What follows belongs to an exercise in optimizing a design on an open flow for small area, a short achievable clock period and few clock cycles per item; a production flow would make more cautious choices. The RTL was checked by simulation tests, not by an equivalence proof against the original design. Power figures rest on the tool's default switching activity, not on a simulated workload.

==> zinc <==
## tnt2_permutator
module tnt2_permutator (
    input  wire         clk,
    input  wire         rst,           
    input  wire         cmd_valid,
    input  wire [1:0]   cmd,           
    input  wire [5:0]   len,           
    input  wire [255:0] din,           
    input  wire [63:0]  idx,           
    input  wire [2:0]   ncyc,          
    input  wire [35:0]  cyc_lens,      
    input  wire         tbl_we,        
    input  wire [7:0]   tbl_addr,
    input  wire [7:0]   tbl_data,
    output wire         ready,
    output reg          resp_valid,
    output reg  [3:0]   status,
    output reg  [255:0] dout
);
clock: 12.0 ns
lec_check: 0
cap_margin: 20
core_margin: 2
core_utilization: 30
place_density: 0.4
slew_margin: 20
run.sh (not shown) runs the stock make flow with config.mk's settings and CLKGATE_MAP_FILE= SYNTH_SCRIPT=/design/flow/synth_recipe.tcl, a recipe that flattens the netlist after the stock synthesis.
==> quartz: changes against zinc <==
--- a/flow/design.v
+++ b/flow/design.v
@@ -22,22 +22,23 @@
     localparam integer LW = 8 - LP;        
     localparam integer SB = 2;             
     localparam integer QW = 64;            
     localparam [1:0] CMD_NEW = 2'd0, CMD_APPLYF = 2'd1, CMD_APPLYI = 2'd2, CMD_SEEK = 2'd3;
     localparam [3:0] ST_OK = 4'd0, ST_CONFIG = 4'd2, ST_ILLEGAL = 4'd4;
-    localparam [10:0] S_IDLE = 11'b00000000001,
-                     S_LENS = 11'b00000000010,   
-                     S_RUN  = 11'b00000000100,   
-                     S_CHK  = 11'b00000001000,   
-                     S_DIV  = 11'b00000010000,   
-                     S_TW   = 11'b00000100000,   
-                     S_DRN  = 11'b00001000000,   
-                     S_LEN2 = 11'b00010000000,   
-                     S_SET  = 11'b00100000000,   
-                     S_RSP  = 11'b01000000000,   
-                     S_WT   = 11'b10000000000;   
-    reg [10:0] state;
+    localparam [11:0] S_IDLE = 12'b000000000001,
+                     S_LENS = 12'b000000000010,   
+                     S_RUN  = 12'b000000000100,   
+                     S_CHK  = 12'b000000001000,   
+                     S_DIV  = 12'b000000010000,   
+                     S_TW   = 12'b000000100000,   
+                     S_DRN  = 12'b000001000000,   
+                     S_LEN2 = 12'b000010000000,   
+                     S_SET  = 12'b000100000000,   
+                     S_RSP  = 12'b001000000000,   
+                     S_WT   = 12'b010000000000,   
+                     S_NRM  = 12'b100000000000;   
+    reg [11:0] state;
     assign ready = state[0];
     reg [2047:0] ring;                     
     reg [7:0]    base;                     
     reg [7:0]    bnx;                      
     reg [7:0]    bn2;                      
@@ -60,11 +61,10 @@
     reg [P-1:0]   Vr;                      
     reg           wen;                     
     reg [QW-1:0]  quot;
     reg [8:0]   rem [0:3];
     reg [5:0]   dcnt;
-    reg         lens_ok_r;
     reg [7:0]   wa, wd;
     reg [2:0]   n_ncyc;
     reg [35:0]  n_lens;
     integer k, c, b;
     function automatic ge9(input [8:0] a, input [8:0] bb);
@@ -197,16 +197,17 @@
     wire [8:0] use_len0 = in_len0;
     wire [8:0] use_len1 = (n_ncyc >= 3'd2) ? in_len1 : 9'd0;
     wire [8:0] use_len2 = (n_ncyc >= 3'd3) ? in_len2 : 9'd0;
     wire [8:0] use_len3 = (n_ncyc >= 3'd4) ? in_len3 : 9'd0;
     wire [10:0] len_sum = {2'b0, use_len0} + {2'b0, use_len1} + {2'b0, use_len2} + {2'b0, use_len3};
-    wire lens_ok = (n_ncyc >= 3'd1) && (n_ncyc <= 3'd4) &&
+    wire lens_nz = (n_ncyc >= 3'd1) && (n_ncyc <= 3'd4) &&
                    (in_len0 != 9'd0) &&
                    (n_ncyc < 3'd2 || in_len1 != 9'd0) &&
                    (n_ncyc < 3'd3 || in_len2 != 9'd0) &&
-                   (n_ncyc < 3'd4 || in_len3 != 9'd0) &&
-                   (len_sum == 11'd256);
+                   (n_ncyc < 3'd4 || in_len3 != 9'd0);
+    reg        lens_nz_r;
+    reg [10:0] len_sum_r;
     wire [8:0] st1 = use_len0;
     wire [8:0] st2 = use_len0 + use_len1;
     wire [8:0] st3 = use_len0 + use_len1 + use_len2;
     reg [7:0] cur_adv [0:3];
     always @(*) begin
@@ -238,12 +239,10 @@
             base <= bnx;
             bnx  <= bn2;
             bn2  <= bn2 + P;
             case (state)
             S_IDLE: begin
-                blk  <= din;
-                dout <= din;
                 if (tbl_we) begin
                     wa     <= tbl_addr;
                     wd     <= tbl_data;
                     loaded <= 1'b0;
                     state  <= S_TW;
@@ -277,34 +276,23 @@
                     CMD_SEEK: begin
                         if (!loaded) begin
                             status     <= ST_ILLEGAL;
                             resp_valid <= 1'b1;
                         end else begin
-                            if (idx[63:16] == 48'd0) begin
-                                quot <= {idx[15:0], 48'd0};
-                                dcnt <= 6'd8;
-                            end else if (idx[63:32] == 32'd0) begin
-                                quot <= {idx[31:0], 32'd0};
-                                dcnt <= 6'd16;
-                            end else if (idx[63:48] == 16'd0) begin
-                                quot <= {idx[47:0], 16'd0};
-                                dcnt <= 6'd24;
-                            end else begin
-                                quot <= idx;
-                                dcnt <= 6'd32;
-                            end
+                            quot <= idx;
                             for (c = 0; c < 4; c = c + 1)
                                 rem[c] <= 9'd0;
                             status <= ST_OK;
-                            state  <= S_DIV;
+                            state  <= S_NRM;
                         end
                     end
                     endcase
                 end
             end
             S_LENS: begin
-                lens_ok_r <= lens_ok;
+                lens_nz_r <= lens_nz;
+                len_sum_r <= len_sum;
                 clen[0]   <= use_len0;
                 clen[1]   <= use_len1;
                 clen[2]   <= use_len2;
                 clen[3]   <= use_len3;
                 m3[0]     <= {2'b0, use_len0} + {1'b0, use_len0, 1'b0};
@@ -318,33 +306,28 @@
                 for (c = 0; c < 4; c = c + 1)
                     ccur[c] <= 8'd0;
                 state     <= S_LEN2;
             end
             S_LEN2: begin
-                if (lens_ok_r) begin
+                if (lens_nz_r && len_sum_r == 11'd256) begin
                     op_new <= 1'b1;
                     state  <= S_RUN;
                 end else begin
                     status     <= ST_CONFIG;
                     resp_valid <= 1'b1;
                     state      <= S_IDLE;
                 end
             end
             S_RUN: begin
-                if (cnt == 1)
-                    dout <= hits;
-                else if (wen)
-                    dout <= dout | hits;
                 cnt  <= cnt + 1'b1;
                 if (cnt == W - 2 && !op_new)
                     for (c = 0; c < 4; c = c + 1)
                         ccur[c] <= cur_adv[c];
                 if (cnt == W - 1)
                     state <= S_DRN;
             end
             S_DRN: begin
-                dout <= dout | hits;
                 if (op_new) begin
                     state <= S_CHK;
                 end else begin
                     resp_valid <= 1'b1;
                     state      <= S_IDLE;
@@ -358,10 +341,25 @@
                     status <= ST_CONFIG;
                 end
                 resp_valid <= 1'b1;
                 state      <= S_IDLE;
             end
+            S_NRM: begin
+                if (quot[63:16] == 48'd0) begin
+                    quot <= {quot[15:0], 48'd0};
+                    dcnt <= 6'd8;
+                end else if (quot[63:32] == 32'd0) begin
+                    quot <= {quot[31:0], 32'd0};
+                    dcnt <= 6'd16;
+                end else if (quot[63:48] == 16'd0) begin
+                    quot <= {quot[47:0], 16'd0};
+                    dcnt <= 6'd24;
+                end else begin
+                    dcnt <= 6'd32;
+                end
+                state <= S_DIV;
+            end
             S_DIV: begin
                 quot <= quot << SB;
                 for (c = 0; c < 4; c = c + 1)
                     rem[c] <= rem_n[c];
                 dcnt <= dcnt - 6'd1;
@@ -386,10 +384,23 @@
             end
             default: state <= S_IDLE;
             endcase
         end
     end
+    reg c_first, c_acc;
+    always @(posedge clk) begin
+        c_first <= state[2] && cnt == 0;
+        c_acc   <= state[2] && cnt != 0;
+        if (state[0])
+            blk <= din;
+        if (state[0])
+            dout <= din;
+        else if (c_first)
+            dout <= hits;
+        else if (c_acc)
+            dout <= dout | hits;
+    end
     always @(posedge clk) begin
         if (rst)
             wen <= 1'b0;
         else
             wen <= state[2];
Settings changed: CTS_CLUSTER_SIZE set to 40.
==> notes <==
zinc completed without violations. quartz completed with no timing, DRC or antenna violations. Against zinc, the area after synthesis of quartz is larger by 0.33%. Between zinc and quartz, the lower worst hold slack is in zinc (gap 0.0064 ns). Non-clock buffer count: quartz is higher than zinc (41). Between quartz and zinc, the lower sequential cell count is in zinc (gap 13). Register-to-register slack: zinc is lower than quartz (0.66 ns). Clock skew: zinc is lower than quartz (0.044 ns). Against zinc, the routed wire length of quartz is larger by 21%.
==> figures <==
| metric | zinc | quartz |
|---|---|---|
| GRT met1 Usage | 34.4% | 43.3% |
| Result of the run | timing/DRC/antenna clean | timing/DRC/antenna clean |
| Clock group | 10.8 mW | 11.2 mW |
| Depth of the most critical reg-to-reg path | 10 | 15 |
| Multi-input combinational area share | 35.0% | 34.9% |
| Die Span X | 685 microns | 686 microns |
| Number of multi-input logic gates | 7,585 | 7,467 |
| Fraction of the mapped netlist area in adder cells | 3.30% | 3.37% |
| Routed length on met2 | 321,000 microns | 363,000 microns |
| Non-CTS inverters | 299 | 317 |
| Number of global-route vias before repair | 103,000 | 106,000 |
| Xor and xnor area share after synthesis | 2.05% | 1.99% |
| Wire length on met3 | 61,500 microns | 87,700 microns |
| Core Region | 0.463 sq mm | 0.464 sq mm |
| Portion of total power attributed to combinational logic | 28.4% | 30.5% |
| Share of the synthesized area in compound gates (AO/OA/AOI/OAI) | 13.0% | 14.7% |
Testbench counts of zinc, summed over its fixed seeds: cycles 16,928, items 448.
Testbench counts of quartz, summed over its fixed seeds: cycles 16,992, items 448.

==> separate check: timing with driven ports <==
How much do the figures lean on ideal ports? The routed layouts below were timed once more, with nothing changed but the port constraints.
Step 1 sets driving cells, clkbuf_16 on the clock port and buf_2 on the other inputs (assumed; they add their load-dependent delay and slew).
Step 2, shift: input delay + t, output delay - t, t = (earliest + latest rising clock arrival at the registers) / 2. This alone moves slack from input paths to output paths.
Three values: ideal ports, drivers, drivers and shift; two values: the first two.
| run | t, ns | slack for setup (ns) | clock arrival spread, ns | slew at the worst register clock pin (ns) | pins driven straight from the clock port |
|---|---|---|---|---|---|
| zinc | 1.081 | 6.804 / 6.804 / 5.998 | 0.083 / 0.082 | 0.08 / 0.08 | 1 |
| quartz | 1.101 | 7.142 / 7.011 / 6.546 | 0.124 / 0.125 | 0.07 / 0.07 | 1 |
After both steps setup and hold are still met in every run listed. The setup slack of zinc, which loses most, moves by 0.000 ns with the drivers and by -0.806 ns with both steps.
